Background: an optimization exercise with open tools, aiming at small area, a short achievable clock period and few clock cycles. Do not read the settings as production practice.
In this exercise RTL edits were held to simulation tests only and were not proved equivalent to the original.
Power and IR drop assume default switching activity.

Setup of old:
Design mexp_core, start of the top module:
module mexp_core #(
    parameter W = 128
) (
    input  wire         clk,
    input  wire         rst,
    input  wire         start,
    input  wire [3:0]   cmd,
    input  wire [W-1:0] a,
    input  wire [W-1:0] b,
    input  wire [W-1:0] e,
    input  wire [W-1:0] n,
    output reg          busy,
    output reg          done,
    output wire [W-1:0] res,
    output reg  [2:0]   errcode
);
    localparam CMD_NOP      = 4'd0;
    localparam CMD_MODEXP   = 4'd1;
    localparam CMD_MODMUL   = 4'd2;
    localparam CMD_MONTMUL  = 4'd3;
    localparam CMD_TOMONT   = 4'd4;
    localparam CMD_FROMMONT = 4'd5;
    localparam ERR_NONE          = 3'd0;
    localparam ERR_BAD_CMD       = 3'd1;
    localparam ERR_MOD_ZERO      = 3'd2;
    localparam ERR_EVEN_MOD      = 3'd3;
    localparam ERR_OPERAND_RANGE = 3'd4;
    localparam PH_IDLE = 5'd0;
    localparam PH_CHK  = 5'd1;    
    localparam PH_NORM = 5'd2;    
    localparam PH_PRE  = 5'd3;    
    localparam PH_ITER = 5'd4;    
    localparam PH_CPA  = 5'd5;    
    localparam PH_COPY = 5'd6;    
    localparam PH_DEC  = 5'd7;    
    localparam PH_CMP  = 5'd8;    
    localparam PH_CMP2 = 5'd9;    
    localparam PH_CMP3 = 5'd10;   
    localparam PH_NRM  = 5'd11;   
    localparam PH_NRM2 = 5'd12;   
    localparam PH_NRM3 = 5'd13;   
    localparam PH_F1   = 5'd14;   
    localparam PH_M1   = 5'd15;   
    localparam PH_M2   = 5'd16;   
    localparam PH_MM2  = 5'd17;   
    localparam PH_CHK0 = 5'd18;   
    localparam PH_B1   = 5'd19;   
    localparam PH_SET0 = 5'd20;   
    localparam PH_SET1 = 5'd21;   
  ...
Size in the first run: roughly 960 flip-flops, about 650 I/O pins, roughly 69000 um2 of cells after synthesis.
==> flow/config.mk <==
export PLATFORM = sky130hd
export DESIGN_NAME = mexp_core
export DESIGN_NICKNAME = mexp_core
export VERILOG_FILES = /design/flow/design.v
export SDC_FILE = /design/flow/constraint.sdc
export NUM_CORES = 4
export LEC_CHECK = 0
export CAP_MARGIN = 20
export CORE_MARGIN = 2
export CORE_UTILIZATION = 40
export PLACE_DENSITY = 0.6
export SLEW_MARGIN = 20
==> flow/constraint.sdc <==
create_clock -name core_clock -period 12.0 [get_ports {clk}]
set_input_delay 2.4000 -clock core_clock [delete_from_list [all_inputs] [get_ports {clk}]]
set_output_delay 2.4000 -clock core_clock [all_outputs]
set_load 0.01 [all_outputs]
standard.sh (not shown) runs the stock make flow with config.mk's settings and CLKGATE_MAP_FILE= SYNTH_SCRIPT=/design/flow/synth_recipe.tcl, a recipe that flattens the netlist after the stock synthesis.
==> flow/flow/run.sh <==
#!/bin/bash
# Layout flow: the standard layout (standard.sh, unchanged synthesis),
# with two changes to how the layout is made:
#  - the port buffers that ORFS inserts are buf_2 cells instead of the
#    default delay buffers;
#  - repair_timing (after CTS and after global routing) works until the
#    setup slack is 8 ns, so it sizes up the slow gates of the datapath.
# The clock period, the SDC and the design are the standard flow's.
# make's full output goes to flow_make.log in the work folder.
set -euo pipefail
export BUFFER_PORTS_ARGS="-buffer_cell sky130_fd_sc_hd__buf_2"
export SETUP_SLACK_MARGIN=8
bash standard.sh finish > flow_make.log 2>&1
old went all the way through the flow, and no timing, DRC or antenna check failed.
Testbench counts of old, summed over its fixed seeds: cycles 761,199.
Modified inputs, new compared to old
# old
export LEC_CHECK = 0
export CAP_MARGIN = 20
export CORE_MARGIN = 2
export CORE_UTILIZATION = 40
export PLACE_DENSITY = 0.6
export SLEW_MARGIN = 20
create_clock -name core_clock -period 12.0 [get_ports {clk}]
# new
export LEC_CHECK = 0
export CAP_MARGIN = 20
export CORE_MARGIN = 2
export CORE_UTILIZATION = 55
export PLACE_DENSITY = 0.7
export SLEW_MARGIN = 20
create_clock -name core_clock -period 12.0 [get_ports {clk}]
==> comparison <==
- new did not stop at any stage, and its layout met the timing, DRC and antenna checks.
- Per the comparison of new with old, wire length on met2 went down; overall routed net length went down; total power went down.

* * *

== alpha ==
Another version of the RTL of mexp_core (not shown whole).
Size in the first run: ~69,000 sq um of cells after synthesis.
Settings: LEC_CHECK=0, CAP_MARGIN=20, CORE_MARGIN=2, CORE_UTILIZATION=40, PLACE_DENSITY=0.6, SLEW_MARGIN=20; clock period 12.0 ns.
run.sh (not shown) runs the stock make flow with config.mk's settings and CLKGATE_MAP_FILE= SYNTH_SCRIPT=/design/flow/synth_recipe.tcl, a recipe that flattens the netlist after the stock synthesis.
Stock flow here: none of the scripts above is used.
alpha closes out successfully: all stages finished, all timing, DRC and antenna checks passed.
Testbench counts of alpha, summed over its fixed seeds: cycles 761,247.
--- input diff alpha..beta ---
==> flow/flow/run.sh (new file) <==
#!/bin/bash
# Layout flow: the standard layout (standard.sh, unchanged synthesis),
# with two changes to how the layout is made:
#  - the port buffers that ORFS inserts are buf_4 cells instead of the
#    default delay buffers;
#  - repair_timing (after CTS and after global routing) works until the
#    setup slack is 8 ns, so it sizes up the slow gates of the datapath.
# The clock period, the SDC and the design are the standard flow's.
# make's full output goes to flow_make.log in the work folder.
set -euo pipefail
export BUFFER_PORTS_ARGS="-buffer_cell sky130_fd_sc_hd__buf_4"
export SETUP_SLACK_MARGIN=8
bash standard.sh finish > flow_make.log 2>&1
==> flow/standard.sh (new file) <==
#!/bin/bash
# synth_recipe.tcl (not shown) runs the flow's synth.tcl, then flattens the netlist and writes it again
# the make line also repeats each setting of config.mk as NAME=value (left out here)
make -C /OpenROAD-flow-scripts/flow DESIGN_CONFIG=/design/flow/config.mk WORK_HOME=/design/flow/orfs CLKGATE_MAP_FILE= SYNTH_SCRIPT=/design/flow/synth_recipe.tcl "${@:-finish}"
removed: flow/run.sh
Findings:
Sort beta and alpha by wire length per cell after detailed routing, ascending, and beta comes first. Measured against each other, beta and alpha differ in fmax, the higher figure coming from beta. The core utilization was comparable across beta and alpha. beta: final worst-path cycle share is 7.8 points lower than what alpha reported. Compared with alpha, beta is the less power-hungry design.

afterwards: timing with drivers on the ports:
No port has a modelled driver above. Below, the same layouts with a new extraction and two added sets of constraints.
Step 1 sets driving cells, clkbuf_16 on the clock port and buf_2 on the other inputs (assumed; they add their load-dependent delay and slew).
Step 2, shift: input delay + t, output delay - t, t = (earliest + latest rising clock arrival at the registers) / 2. This alone moves slack from input paths to output paths.
Slacks: ideal ports / drivers / drivers and shift; pairs: ideal ports / drivers.
run | shift t [ns] | slack for setup (ns) | worst setup path after step 2 | cell pins on the clock port's net
old | 0.843 | 7.854 / 7.854 / 7.471 | input to register | 1
new | 0.847 | 7.867 / 7.867 / 7.412 | input to register | 1
alpha | 0.836 | 6.840 / 6.840 / 6.435 | input to register | 1
beta | 0.833 | 7.779 / 7.779 / 7.504 | input to register | 1
After both steps every run listed still meets setup and hold. For new, which loses most, drivers alone change the setup slack by 0.000 ns; drivers and shift together by -0.455 ns.
